From an optimization exercise on the open Yosys and OpenROAD flow, aimed at small area; shortcuts taken in it are not production practice. The RTL was checked by simulation tests, not by an equivalence proof against the original design. Power and IR drop assume default switching activity.

Setup of build 25:
==> flow/design.v <==
module zz_extract (
    input  wire        clk,
    input  wire        rst,
    input  wire        reg_valid,
    input  wire        reg_we,
    input  wire [7:0]  reg_addr,
    input  wire [31:0] reg_wdata,
    output wire [31:0] reg_rdata,
    output wire        coef_req,
    output wire [15:0] coef_row,
    output wire [15:0] coef_col,
    input  wire [15:0] coef_rdata,
    output wire        pay_we,
    output wire [31:0] pay_addr,
    output reg  [7:0]  pay_wdata
);
    reg [1:0]  ph;
    wire busy = ph[0];
    wire scan = ph == 2'b01;
    wire done = ph == 2'b10;
    reg [15:0] grid_h, grid_w;
    reg [12:0] by, bx;           
    reg [2:0]  r, c;             
    reg        vq;               
    reg        hok;              
    reg        drain;            
    reg [28:0] cb;
    reg [2:0]  j;
    reg [31:0] len;
    reg [7:1]  acc;              
    reg [5:0]  sel;              
    wire eqy      = (by == grid_h[15:3]);
    wire eqx      = (bx == grid_w[15:3]);
    wire rowok    = !eqy || (r < grid_h[2:0]);
    wire colok    = !eqx || (c < grid_w[2:0]);
    wire rowempty = eqy && (grid_h[2:0] == 3'd0);
    wire colempty = eqx && (grid_w[2:0] == 3'd0);
    wire blk_end  = (r == 3'd7 && c == 3'd7) || rowempty || colempty;
    wire finish   = rowempty ||
                    (blk_end && eqx && (eqy || (colempty && bx == 13'd0)));
    assign coef_req = scan && rowok && colok;
    assign coef_row = {by, r};
    assign coef_col = {bx, c};
    reg [2:0] r_n, c_n;
    always @(*) begin
        r_n = r;
        c_n = c;
        if (!(r[0] ^ c[0])) begin
            if (c == 3'd7)      r_n = r + 3'd1;
            else if (r == 3'd0) c_n = c + 3'd1;
            else begin          r_n = r - 3'd1; c_n = c + 3'd1; end
        end else begin
            if (r == 3'd7)      c_n = c + 3'd1;
            else if (c == 3'd0) r_n = r + 3'd1;
            else begin          r_n = r + 3'd1; c_n = c - 3'd1; end
        end
    end
    wire [12:0] bxi, byi;
    wire [13:0] bxc, byc;
    assign bxc[0] = 1'b1;
    assign byc[0] = 1'b1;
    genvar g;
    generate
        for (g = 0; g < 13; g = g + 1) begin : g_binc
            assign bxi[g]   = bx[g] ^ bxc[g];
            assign bxc[g+1] = bx[g] & bxc[g];
            assign byi[g]   = by[g] ^ byc[g];
            assign byc[g+1] = by[g] & byc[g];
        end
    endgenerate
    wire usable = !((coef_rdata[15:1] == 15'd0) || (&coef_rdata));
    wire bitv   = coef_rdata[0];
    wire take   = vq && usable;
    wire eqlen  = ({3'd0, cb} == len);
    wire full   = drain || eqlen;           
    wire a0 = busy || (sel[4] && j != 3'd0);
    wire a2 = !busy && sel[5] && hok;
    wire [28:0] sum;
    wire [3:0]  cy;
    assign sum[0] = cb[0] ^ a0;
    assign cy[1]  = cb[0] & a0;
    assign sum[1] = cb[1] ^ cy[1];
    assign cy[2]  = cb[1] & cy[1];
    assign sum[2] = cb[2] ^ cy[2] ^ a2;
    assign cy[3]  = (cb[2] & cy[2]) | (cb[2] & a2) | (cy[2] & a2);
    wire [29:3] cr;
    assign cr[3] = cy[3];
    generate
        for (g = 3; g < 29; g = g + 1) begin : g_sum
            assign sum[g] = cb[g] ^ cr[g];
            if (g == 15) begin : g_skip
                assign cr[16] = cy[3] & (&cb[15:3]);
            end else begin : g_rip
                assign cr[g+1] = cb[g] & cr[g];
            end
        end
    endgenerate
    assign pay_we   = take && hok && !full;
    assign pay_addr = {3'd0, cb};
    integer i;
    always @(*) begin
        pay_wdata[0] = 1'b0;
        for (i = 1; i < 8; i = i + 1)
            pay_wdata[i] = acc[i];
        for (i = 0; i < 8; i = i + 1)
            if (j == 3'd7 - i) pay_wdata[i] = bitv;
    end
    wire host_wr   = reg_valid && reg_we && !busy;
    wire wr_ctrl   = host_wr && reg_addr == 8'h00;
    wire cmd_start = wr_ctrl && reg_wdata[0];
    wire op_init   = wr_ctrl && (reg_wdata[0] || reg_wdata[1]);
    wire a_ok   = reg_addr[7:5] == 3'd0 && reg_addr[1:0] == 2'd0;
    wire a_olen = a_ok && reg_addr[4:2] == 3'd5;
    wire under  = hok && !full;
    wire [8:0] status = {done && !hok, 3'd0, hok, !busy && under,
                         done && !hok, done, busy};
    assign reg_rdata = ({32{sel[0]}} & {23'd0, status})
                     | ({32{sel[1]}} & {16'd0, grid_h})
                     | ({32{sel[2]}} & {16'd0, grid_w})
                     | ({32{sel[3]}} & len)
                     | ({32{sel[4]}} & {3'd0, sum})
                     | ({32{sel[5]}} & {sum, j});
    always @(posedge clk) begin
        sel[0] <= a_ok && reg_addr[4:2] == 3'd1;
        sel[1] <= a_ok && reg_addr[4:2] == 3'd2;
        sel[2] <= a_ok && reg_addr[4:2] == 3'd3;
        sel[3] <= a_ok && reg_addr[4:2] == 3'd4 || a_olen && hok && full;
        sel[4] <= a_olen && under;
        sel[5] <= a_ok && reg_addr[4:2] == 3'd6;
        if (take && (j == 3'd7 || !hok))
            acc <= 7'd0;
        else
            acc[7 - j] <= bitv;
        vq <= coef_req && !rst;
        if (rst) begin
            ph     <= 2'b00;
            grid_h <= 16'd0;
            grid_w <= 16'd0;
        end else begin
            if (host_wr && reg_addr == 8'h08) grid_h <= reg_wdata[15:0];
            if (host_wr && reg_addr == 8'h0C) grid_w <= reg_wdata[15:0];
            if (op_init)
                ph <= cmd_start ? 2'b01 : 2'b00;
            else if (ph == 2'b11)
                ph <= 2'b10;
            else if (scan && finish)
                ph <= 2'b11;
        end
        if (!scan || blk_end) begin
            r <= 3'd0;
            c <= 3'd1;
        end else begin
            r <= r_n;
            c <= c_n;
        end
        if (!scan) begin
            by <= 13'd0;
            bx <= 13'd0;
        end else if (blk_end) begin
            if (eqx) begin
                bx <= 13'd0;
                by <= byi;
            end else begin
                bx <= bxi;
            end
        end
        if (rst || op_init) begin
            hok   <= 1'b0;
            drain <= 1'b0;
            cb    <= 29'd0;
            j     <= 3'd0;
            len   <= 32'd0;
        end else begin
            if (hok && eqlen) drain <= 1'b1;
            if (take) begin
                if (!hok) len <= {len[30:0], bitv};
                if (!hok && cb[1:0] == 2'b11 && j == 3'd7) begin
                    hok <= 1'b1;
                    cb  <= 29'd0;
                    j   <= 3'd0;
                end else begin
                    j <= j + 3'd1;
                    if (j == 3'd7) cb <= sum;
                end
            end
        end
    end
endmodule
clock: 8.5 ns
lec_check: 0
cap_margin: 20
core_margin: 2
core_utilization: 40
cts_buf_list: sky130_fd_sc_hd__clkbuf_4
slew_margin: 20
standard.sh (not shown) runs the stock make flow with config.mk's settings and CLKGATE_MAP_FILE= SYNTH_SCRIPT=/design/flow/synth_recipe.tcl, a recipe that flattens the netlist after the stock synthesis.
==> flow/flow/run.sh <==
#!/bin/bash
# Layout flow: the standard ORFS flow (standard synthesis unchanged),
# with two placement/CTS choices made through ORFS's own variables:
#  - port buffers use the smallest buffer cell (buf_1) instead of the
#    default clkdlybuf4s50_1; every input and output port is still buffered;
#  - clock tree built from clkbuf_4 cells, without dummy load cells.
# The full output of the flow goes to flow_standard.log in the work folder;
# ORFS keeps per-step logs under orfs/logs.
set -euo pipefail
export BUFFER_PORTS_ARGS="-buffer_cell sky130_fd_sc_hd__buf_1"
export CTS_ARGS="-sink_clustering_enable -repair_clock_nets -buf_list sky130_fd_sc_hd__clkbuf_4 -sink_clustering_levels 2 -dont_use_dummy_load"
bash standard.sh > flow_standard.log 2>&1
## Diff of input files: build 49 against build 25
diff --git a/flow/flow/run.sh b/flow/flow/run.sh
--- a/flow/flow/run.sh
+++ b/flow/flow/run.sh
@@ -10,3 +10,3 @@
 export BUFFER_PORTS_ARGS="-buffer_cell sky130_fd_sc_hd__buf_1"
-export CTS_ARGS="-sink_clustering_enable -repair_clock_nets -buf_list sky130_fd_sc_hd__clkbuf_4 -sink_clustering_levels 2 -dont_use_dummy_load"
+export CTS_ARGS="-sink_clustering_enable -repair_clock_nets -buf_list sky130_fd_sc_hd__clkbuf_4 -sink_buffer_max_cap_derate 0.6 -sink_clustering_max_diameter 40 -dont_use_dummy_load"
 bash standard.sh > flow_standard.log 2>&1
Findings:
As far as number of cells upsized or downsized after cts is concerned, build 25 and build 49 perform about the same. Re routed metal-1 wirelength: no difference whatsoever between build 49 and build 25. Diff build 49..build 25 | combinational power share | negligible. As far as area used by sequential logic in the layout is concerned, build 25 and build 49 perform about the same.
Input-level comparison between build 27 and build 49:
diff --git a/flow/flow/run.sh b/flow/flow/run.sh
--- a/flow/flow/run.sh
+++ b/flow/flow/run.sh
@@ -10,3 +10,3 @@
 export BUFFER_PORTS_ARGS="-buffer_cell sky130_fd_sc_hd__buf_1"
-export CTS_ARGS="-sink_clustering_enable -repair_clock_nets -buf_list sky130_fd_sc_hd__clkbuf_4 -sink_buffer_max_cap_derate 0.6 -sink_clustering_max_diameter 40 -dont_use_dummy_load"
+export CTS_ARGS="-sink_clustering_enable -repair_clock_nets -buf_list sky130_fd_sc_hd__clkbuf_4 -sink_buffer_max_cap_derate 0.3 -dont_use_dummy_load"
 bash standard.sh > flow_standard.log 2>&1
[summary]
- From build 27 to build 49, global-route wire length before repair did not move at all.
- Count of cell instances traversed by the critical path came out exactly the same in build 27 and build 49.
- In terms of combinational power, build 49 and build 27 differ only marginally.
- Diff build 49..build 27 | wire length | unchanged
- As far as post-route fraction of the period consumed by the critical path goes, build 27 and build 49 are indistinguishable; the numbers are identical.
- Die area came out exactly the same in build 27 and build 49.
diff inputs: build 27 => build 42
diff --git a/flow/flow/run.sh b/flow/flow/run.sh
--- a/flow/flow/run.sh
+++ b/flow/flow/run.sh
@@ -10,3 +10,3 @@
 export BUFFER_PORTS_ARGS="-buffer_cell sky130_fd_sc_hd__buf_1"
-export CTS_ARGS="-sink_clustering_enable -repair_clock_nets -buf_list sky130_fd_sc_hd__clkbuf_4 -sink_buffer_max_cap_derate 0.3 -dont_use_dummy_load"
+export CTS_ARGS="-sink_clustering_enable -repair_clock_nets -buf_list sky130_fd_sc_hd__clkbuf_4 -sink_buffer_max_cap_derate 0.4 -dont_use_dummy_load"
 bash standard.sh > flow_standard.log 2>&1
Results
As far as power goes, build 27 and build 42 are indistinguishable; the numbers are identical. In terms of area of combinational cells with multiple inputs, build 42 and build 27 differ only marginally. As far as worst-margin pin slew goes, build 42 and build 27 are indistinguishable; the numbers are identical. Build 42 against build 27: global-route wire length before repair essentially unchanged, full die area roughly the same, clock period minus final worst setup slack held steady. Build 42 vs. build 27: layout buffer count excluding clock buffers barely changed; number of flip-flops and latches barely changed; maximum number of pins on one net before global-route repair barely changed; count of final setup violators barely changed. As far as final antenna-violating net count goes, build 27 and build 42 are indistinguishable; the numbers are identical.
diff inputs: build 42 => build 89
diff --git a/flow/flow/run.sh b/flow/flow/run.sh
--- a/flow/flow/run.sh
+++ b/flow/flow/run.sh
@@ -10,3 +10,3 @@
 export BUFFER_PORTS_ARGS="-buffer_cell sky130_fd_sc_hd__buf_1"
-export CTS_ARGS="-sink_clustering_enable -repair_clock_nets -buf_list sky130_fd_sc_hd__clkbuf_4 -sink_buffer_max_cap_derate 0.4 -dont_use_dummy_load"
+export CTS_ARGS="-sink_clustering_enable -repair_clock_nets -buf_list sky130_fd_sc_hd__clkbuf_4 -sink_buffer_max_cap_derate 0.6 -root_buf sky130_fd_sc_hd__clkbuf_8 -dont_use_dummy_load"
 bash standard.sh > flow_standard.log 2>&1
==> comparison <==
NOTE: overall power of the completed layout in build 89 exceeds that of build 42
On global-route wire length before repair, build 89 and build 42 are basically level.
Measured against each other, build 89 and build 42 differ in post-route fraction of the period consumed by the critical path, the higher figure coming from build 42.
Between build 89 and build 42, the via count is lower for build 42.
--- input diff build 89..build 91 ---
- PLACE_DENSITY: unset -> 0.85
diff --git a/flow/flow/run.sh b/flow/flow/run.sh
--- a/flow/flow/run.sh
+++ b/flow/flow/run.sh
@@ -10,3 +10,3 @@
 export BUFFER_PORTS_ARGS="-buffer_cell sky130_fd_sc_hd__buf_1"
-export CTS_ARGS="-sink_clustering_enable -repair_clock_nets -buf_list sky130_fd_sc_hd__clkbuf_4 -sink_buffer_max_cap_derate 0.6 -root_buf sky130_fd_sc_hd__clkbuf_8 -dont_use_dummy_load"
+export CTS_ARGS="-sink_clustering_enable -repair_clock_nets -buf_list sky130_fd_sc_hd__clkbuf_4 -sink_buffer_max_cap_derate 0.6 -dont_use_dummy_load"
 bash standard.sh > flow_standard.log 2>&1
Results
Comparing build 89 and build 91, the higher wire length of the first global-routing pass was measured on build 89.
As far as area occupied by multi-input gates is concerned, build 91 and build 89 perform about the same.
When build 91 is set beside build 89, its via count normalized by instance count turns out to be 0.31 larger.
Delta (build 91 minus build 89): setup slack at placement higher, worst-case hold slack increased by 0.0068 ns relative to the old numbers.
Number of filler instances in the final layout shrinks by a few percent when moving from build 89 to build 91.
Against build 89, total length of routed met2 wires in build 91 fell by a few percent.
Build 91 completed; timing, DRC and antenna clean
Build 89 has a lower number of global-route vias before repair than build 91.

==> separate check: timing with driven ports <==
No port has a modelled driver above. Below, the same layouts with a new extraction and two added sets of constraints. Step 1 (the two cells are an assumption about what drives the block):
set clk [get_ports {clk}]
set_driving_cell -lib_cell sky130_fd_sc_hd__clkbuf_16 $clk
set_driving_cell -lib_cell sky130_fd_sc_hd__buf_2 [delete_from_list [all_inputs] $clk]
Step 2 adds t to the input delays and takes it off the output delays; t is the mean of the earliest and latest rising clock arrival at the registers after step 1. Input paths then give back, and output paths get back, about the clock's delay inside the block. Slacks: ideal / step 1 / step 2; pairs: ideal / step 1.
run	t (ns)	setup slack, ns	worst setup path after step 2	slew at the worst register clock pin (ns)	worst slew at a driven data input, ns
build 25	0.577	1.227 / 1.190 / 1.766	register to output	0.12 / 0.12	0.06
build 49	0.577	1.227 / 1.190 / 1.766	register to output	0.12 / 0.12	0.06
build 27	0.577	1.227 / 1.190 / 1.766	register to output	0.12 / 0.12	0.06
build 42	0.577	1.227 / 1.190 / 1.766	register to output	0.12 / 0.12	0.06
build 89	0.464	1.341 / 1.300 / 1.764	register to output	0.12 / 0.12	0.06
build 91	0.573	1.339 / 1.304 / 1.877	register to output	0.12 / 0.12	0.05
After both steps setup and hold are still met in every run listed.
